Context: an optimization exercise on an open-source flow, tuned for small area and a short achievable clock period. The choices shown serve that exercise and are no tape-out recipe. Power figures rest on the tool's default switching activity, not on a simulated workload.

## v6
==> flow/design.v <==
module rbcmd_rb #(
    parameter C  = 200,
    parameter W  = 8,
    parameter SW = 8
) (
    input  wire          clk,
    input  wire          rst,
    input  wire          clr,
    input  wire          wr_en,
    input  wire [7:0]    wr_data,
    input  wire          rd_en,
    output wire [7:0]    rd_data,
    output wire          empty,
    output wire          full,
    output wire [SW-1:0] size
);
    reg [8*C-1:0] sr;        
    reg [SW-1:0]  cnt;
    reg           empty_q;
    reg           full_q;
    assign size  = cnt;
    assign empty = empty_q;
    assign full  = full_q;
    wire fire = rd_en && !empty_q && !clr;
    always @(posedge clk)
        if (wr_en)
            sr <= {sr[8*C-9:0], wr_data};
    always @(posedge clk) begin
        if (rst || clr) begin
            cnt     <= {SW{1'b0}};
            empty_q <= 1'b1;
            full_q  <= 1'b0;
        end else if (wr_en && !fire) begin
            if (!full_q)
                cnt <= cnt + 1'b1;
            empty_q <= 1'b0;
            full_q  <= full_q || (cnt == C - 1);
        end else if (fire && !wr_en) begin
            cnt     <= cnt - 1'b1;
            empty_q <= (cnt == 1);
            full_q  <= 1'b0;
        end
    end
    wire [7:0]  col;
    wire [25:0] row;
    genvar g, b;
    generate
        for (g = 0; g < 8; g = g + 1) begin : g_col
            assign col[g] = (cnt[2:0] == g);
        end
        for (g = 0; g < 26; g = g + 1) begin : g_row
            assign row[g] = (cnt[7:3] == g);
        end
    endgenerate
    wire [8*208-1:0] slot = {{8*(208-C-1){1'b0}}, sr, sr[7:0]};
    wire [7:0] rv [0:25];
    generate
        for (g = 0; g < 25; g = g + 1) begin : g_rv
            for (b = 0; b < 8; b = b + 1) begin : g_bit
                wire x_n, y_n, z_n;
                rbcmd_ao3 u_x (.s0(col[0]), .s1(col[1]), .s2(col[2]),
                               .d0(slot[64*g + 8*0 + b]), .d1(slot[64*g + 8*1 + b]),
                               .d2(slot[64*g + 8*2 + b]), .y_n(x_n));
                rbcmd_ao3 u_y (.s0(col[3]), .s1(col[4]), .s2(col[5]),
                               .d0(slot[64*g + 8*3 + b]), .d1(slot[64*g + 8*4 + b]),
                               .d2(slot[64*g + 8*5 + b]), .y_n(y_n));
                rbcmd_ao3 u_z (.s0(col[6]), .s1(col[7]), .s2(col[0]),
                               .d0(slot[64*g + 8*6 + b]), .d1(slot[64*g + 8*7 + b]),
                               .d2(slot[64*g + 8*0 + b]), .y_n(z_n));
                assign rv[g][b] = ~(x_n & y_n & z_n);
            end
        end
    endgenerate
    assign rv[25] = slot[8*C +: 8];
    generate
        for (b = 0; b < 8; b = b + 1) begin : g_rd
            wire [8:0] t_n;
            for (g = 0; g < 8; g = g + 1) begin : g_t
                rbcmd_ao3 u_t (.s0(row[3*g]), .s1(row[3*g+1]), .s2(row[3*g+2]),
                               .d0(rv[3*g][b]), .d1(rv[3*g+1][b]), .d2(rv[3*g+2][b]),
                               .y_n(t_n[g]));
            end
            rbcmd_ao3 u_t8 (.s0(row[24]), .s1(row[25]), .s2(row[0]),
                            .d0(rv[24][b]), .d1(rv[25][b]), .d2(rv[0][b]),
                            .y_n(t_n[8]));
            assign rd_data[b] = ~&t_n;
        end
    endgenerate
endmodule
module rbcmd_ao3 (
    input  wire s0, s1, s2,
    input  wire d0, d1, d2,
    output wire y_n
);
    assign y_n = ~((s0 & d0) | (s1 & d1) | (s2 & d2));
endmodule
module rbcmd (
    input  wire        clk,
    input  wire        rst,
    input  wire        clr,
    input  wire        wr_en,
    input  wire [7:0]  wr_data,
    input  wire        sleep_done,
    output wire        empty,
    output wire        full,
    output wire [7:0]  size,
    output wire        send_valid,
    output wire [1:0]  send_len,
    output wire [7:0]  send_b0,
    output wire [7:0]  send_b1,
    output wire [7:0]  send_b2,
    output wire        log_valid,
    output wire [3:0]  log_len,
    output wire [7:0]  log_b0,
    output wire [7:0]  log_b1,
    output wire [7:0]  log_b2,
    output wire [7:0]  log_b3,
    output wire [7:0]  log_b4,
    output wire [7:0]  log_b5,
    output wire [7:0]  log_b6,
    output wire [7:0]  log_b7,
    output wire [7:0]  log_b8,
    output wire [7:0]  log_b9,
    output wire [7:0]  log_b10,
    output wire [7:0]  log_b11,
    output wire [7:0]  log_b12,
    output wire [7:0]  log_b13,
    output wire [7:0]  log_b14,
    output wire        sleep_req,
    output wire [15:0] sleep_ms
);
    localparam [3:0] T_ECHO = 4'd1, T_ADD = 4'd2, T_DELAY = 4'd4, T_LOG = 4'd6;
    reg        s_ah, s_ap, x_echo, x_add, x_delay, x_log, s_dw;
    reg        t_add, t_delay;        
    reg  [3:0] len;
    reg  [3:0] idx;
    reg  [7:0] pl [0:14];
    wire       rd_en = s_ah || s_ap;
    wire [7:0] rd_data;
    rbcmd_rb #(.C(200), .W(8), .SW(8)) u_rb (
        .clk(clk), .rst(rst), .clr(clr),
        .wr_en(wr_en), .wr_data(wr_data),
        .rd_en(rd_en), .rd_data(rd_data),
        .empty(empty), .full(full), .size(size)
    );
    wire fire = rd_en && !empty && !clr;
    wire [3:0] hdr_t = rd_data[7:4];
    wire [3:0] hdr_l = rd_data[3:0];
    wire h_echo  = (hdr_t == T_ECHO);
    wire h_add   = (hdr_t == T_ADD);
    wire h_delay = (hdr_t == T_DELAY);
    wire h_log   = (hdr_t == T_LOG);
    wire h_known = h_echo || h_add || h_delay || h_log;
    wire h_zero  = h_echo || (h_log && hdr_l == 4'd0);
    wire last    = t_add   ? (idx == 4'd3) :
                   t_delay ? (idx == 4'd2) : (idx + 4'd1 == len);
    integer i;
    always @(posedge clk) begin
        if (rst) begin
            s_ah    <= 1'b1;
            s_ap    <= 1'b0;
            x_echo  <= 1'b0;
            x_add   <= 1'b0;
            x_delay <= 1'b0;
            x_log   <= 1'b0;
            s_dw    <= 1'b0;
        end else begin
            if (s_ah) begin
                if (fire && h_known) begin
                    s_ah    <= 1'b0;
                    s_ap    <= !h_zero;
                    x_echo  <= h_echo;
                    x_log   <= h_log && hdr_l == 4'd0;
                end
            end
            if (s_ap) begin
                if (fire && last) begin
                    s_ap    <= 1'b0;
                    x_add   <= t_add;
                    x_delay <= t_delay;
                    x_log   <= !t_add && !t_delay;
                end
            end
            if (x_echo || x_add || x_log) begin
                x_echo <= 1'b0;
                x_add  <= 1'b0;
                x_log  <= 1'b0;
                s_ah   <= 1'b1;
            end
            if (x_delay) begin
                x_delay <= 1'b0;
                s_dw    <= 1'b1;
            end
            if (s_dw && sleep_done) begin
                s_dw <= 1'b0;
                s_ah <= 1'b1;
            end
        end
    end
    always @(posedge clk) begin
        if (s_ah && fire) begin
            t_add   <= h_add;
            t_delay <= h_delay;
            len     <= hdr_l;
            idx     <= 4'd0;
        end
        if (s_ap && fire)
            idx <= idx + 4'd1;
        for (i = 0; i < 15; i = i + 1)
            if (s_ap && fire && idx == i)
                pl[i] <= rd_data;
    end
    wire x_ea = x_echo || x_add;
    wire e_ea, e_add, e_b1, e_dwd, e_delay, e_log;
    rbcmd_g3 u_sv  (.a(x_ea),    .b(s_dw), .c(sleep_done), .r(rst), .y(send_valid));
    rbcmd_g1 u_ea  (.a(x_ea),    .r(rst), .y(e_ea));
    rbcmd_g1 u_add (.a(x_add),   .r(rst), .y(e_add));
    rbcmd_g3 u_b1  (.a(x_add),   .b(s_dw), .c(sleep_done), .r(rst), .y(e_b1));
    rbcmd_g2 u_dwd (.b(s_dw),    .c(sleep_done), .r(rst), .y(e_dwd));
    rbcmd_g1 u_dl  (.a(x_delay), .r(rst), .y(e_delay));
    rbcmd_g1 u_log (.a(x_log),   .r(rst), .y(e_log));
    assign send_len   = {e_b1, e_ea};
    assign send_b0    = {1'b0, e_dwd, e_add, send_valid, 2'b00, e_add, e_dwd};
    wire [15:0] add_r = {pl[0], pl[1]} + {pl[2], pl[3]};
    assign send_b1    = {8{e_b1}} & (x_add ? add_r[15:8] : pl[2]);
    assign send_b2    = {8{e_add}} & add_r[7:0];
    assign sleep_req  = e_delay;
    assign sleep_ms   = {16{e_delay}} & {pl[0], pl[1]};
    assign log_valid  = e_log;
    assign log_len    = {4{e_log}} & len;
    wire [14:0] lb_on;
    genvar g;
    generate
        for (g = 0; g < 15; g = g + 1) begin : g_lb
            rbcmd_g1 u_lb (.a(x_log && (len > g)), .r(rst), .y(lb_on[g]));
        end
    endgenerate
    assign log_b0  = {8{lb_on[0]}}  & pl[0];
    assign log_b1  = {8{lb_on[1]}}  & pl[1];
    assign log_b2  = {8{lb_on[2]}}  & pl[2];
    assign log_b3  = {8{lb_on[3]}}  & pl[3];
    assign log_b4  = {8{lb_on[4]}}  & pl[4];
    assign log_b5  = {8{lb_on[5]}}  & pl[5];
    assign log_b6  = {8{lb_on[6]}}  & pl[6];
    assign log_b7  = {8{lb_on[7]}}  & pl[7];
    assign log_b8  = {8{lb_on[8]}}  & pl[8];
    assign log_b9  = {8{lb_on[9]}}  & pl[9];
    assign log_b10 = {8{lb_on[10]}} & pl[10];
    assign log_b11 = {8{lb_on[11]}} & pl[11];
    assign log_b12 = {8{lb_on[12]}} & pl[12];
    assign log_b13 = {8{lb_on[13]}} & pl[13];
    assign log_b14 = {8{lb_on[14]}} & pl[14];
endmodule
module rbcmd_g1 (
    input  wire a,
    input  wire r,
    output wire y
);
    assign y = a & ~r;
endmodule
module rbcmd_g2 (
    input  wire b,
    input  wire c,
    input  wire r,
    output wire y
);
    assign y = b & c & ~r;
endmodule
module rbcmd_g3 (
    input  wire a,
    input  wire b,
    input  wire c,
    input  wire r,
    output wire y
);
    assign y = (a | (b & c)) & ~r;
endmodule
Settings: LEC_CHECK=0, CAP_MARGIN=20, CORE_MARGIN=2, CORE_UTILIZATION=40, SETUP_SLACK_MARGIN=5, SLEW_MARGIN=20, SYNTH_HIERARCHICAL=1; clock period 10.0 ns.
standard.sh (not shown) runs the stock make flow with config.mk's settings and CLKGATE_MAP_FILE= SYNTH_SCRIPT=/design/flow/synth_recipe.tcl, a recipe that flattens the netlist after the stock synthesis.
==> flow/flow/run.sh <==
#!/bin/bash
# Layout flow: the standard flow (standard synthesis unchanged), with
#  - timing repair aimed at a setup slack of SETUP_MARGIN ns instead of 5,
#  - clock tree synthesis without dummy loads and with a smaller buffer.
# Each tool's output goes to the ORFS logs under orfs/logs; make's own
# output goes to make.log here.
set -uo pipefail
SETUP_MARGIN=5.6
CTS="-sink_clustering_enable -repair_clock_nets -dont_use_dummy_load"
bash standard.sh SETUP_SLACK_MARGIN=$SETUP_MARGIN "CTS_ARGS=$CTS" finish > make.log 2>&1
rc=$?
cp -r orfs/logs flow_logs 2>/dev/null
exit $rc
v6: PASS, flow complete, no timing, DRC or antenna violations
Here is what was changed in the inputs of v7 compared with v6.
--- a/flow/design.v
+++ b/flow/design.v
@@ -155,4 +155,7 @@
     wire last    = t_add   ? (idx == 4'd3) :
                    t_delay ? (idx == 4'd2) : (idx + 4'd1 == len);
+    wire [8:0] lo_sum = {1'b0, pl[1]} + {1'b0, rd_data};
+    wire [7:0] hi_sum = pl[0] + rd_data;
+    wire [7:0] hi_inc = pl[2] + 8'd1;
     integer i;
     always @(posedge clk) begin
@@ -207,7 +210,16 @@
         if (s_ap && fire)
             idx <= idx + 4'd1;
-        for (i = 0; i < 15; i = i + 1)
-            if (s_ap && fire && idx == i)
-                pl[i] <= rd_data;
+        for (i = 0; i < 15; i = i + 1) begin
+            if (s_ap && fire && idx == i) begin
+                if (t_add && i == 2)
+                    pl[i] <= hi_sum;
+                else if (t_add && i == 3)
+                    pl[i] <= lo_sum[7:0];
+                else
+                    pl[i] <= rd_data;
+            end
+        end
+        if (s_ap && fire && t_add && idx == 4'd3 && lo_sum[8])
+            pl[2] <= hi_inc;
     end
     wire x_ea = x_echo || x_add;
@@ -222,7 +234,6 @@
     assign send_len   = {e_b1, e_ea};
     assign send_b0    = {1'b0, e_dwd, e_add, send_valid, 2'b00, e_add, e_dwd};
-    wire [15:0] add_r = {pl[0], pl[1]} + {pl[2], pl[3]};
-    assign send_b1    = {8{e_b1}} & (x_add ? add_r[15:8] : pl[2]);
-    assign send_b2    = {8{e_add}} & add_r[7:0];
+    assign send_b1    = {8{e_b1}} & pl[2];
+    assign send_b2    = {8{e_add}} & pl[3];
     assign sleep_req  = e_delay;
     assign sleep_ms   = {16{e_delay}} & {pl[0], pl[1]};
--- outcome ---
The run showing the greater proportion of total power due to net switching is v7. Detailed-route wire length: v7 worse than v6. Compared with v6, v7 is hungrier on power. Compare v7 and v6 | length of routed wiring on met1 higher: v7. v7 ends up with higher met1 routing resource usage after global routing than v6 does. Of v7 and v6, it is v7 that has the higher number of non-clock inverters. v7 vs v6: via count up slightly.
Function was not checked in any run of this note: the RTL went through the layout flow alone.

==> what the ideal ports hide <==
Ports are ideal in the flow. The routed layouts listed here were re-timed in OpenROAD.
Step 1, drivers: a clkbuf_16 drives clk and a buf_2 each remaining input, both assumed.
Step 2 moves the port delays by t, midway between the first and last clock arrival at a register: inputs arrive t later, outputs are due t later. That takes back most of the time a late clock gives input paths.
a / b / c = ideal ports / drivers / drivers and shift; a / b = the first two.
run	t (ns)	slack for setup (ns)	latest minus earliest clock arrival (ns)
v6	0.835	4.771 / 4.700 / 4.786	0.090 / 0.090
v7	0.849	4.860 / 4.811 / 4.811	0.078 / 0.078
After both steps setup and hold are still met in every run listed. The setup slack of v7, which loses most, moves by -0.049 ns with the drivers and by -0.049 ns with both steps.
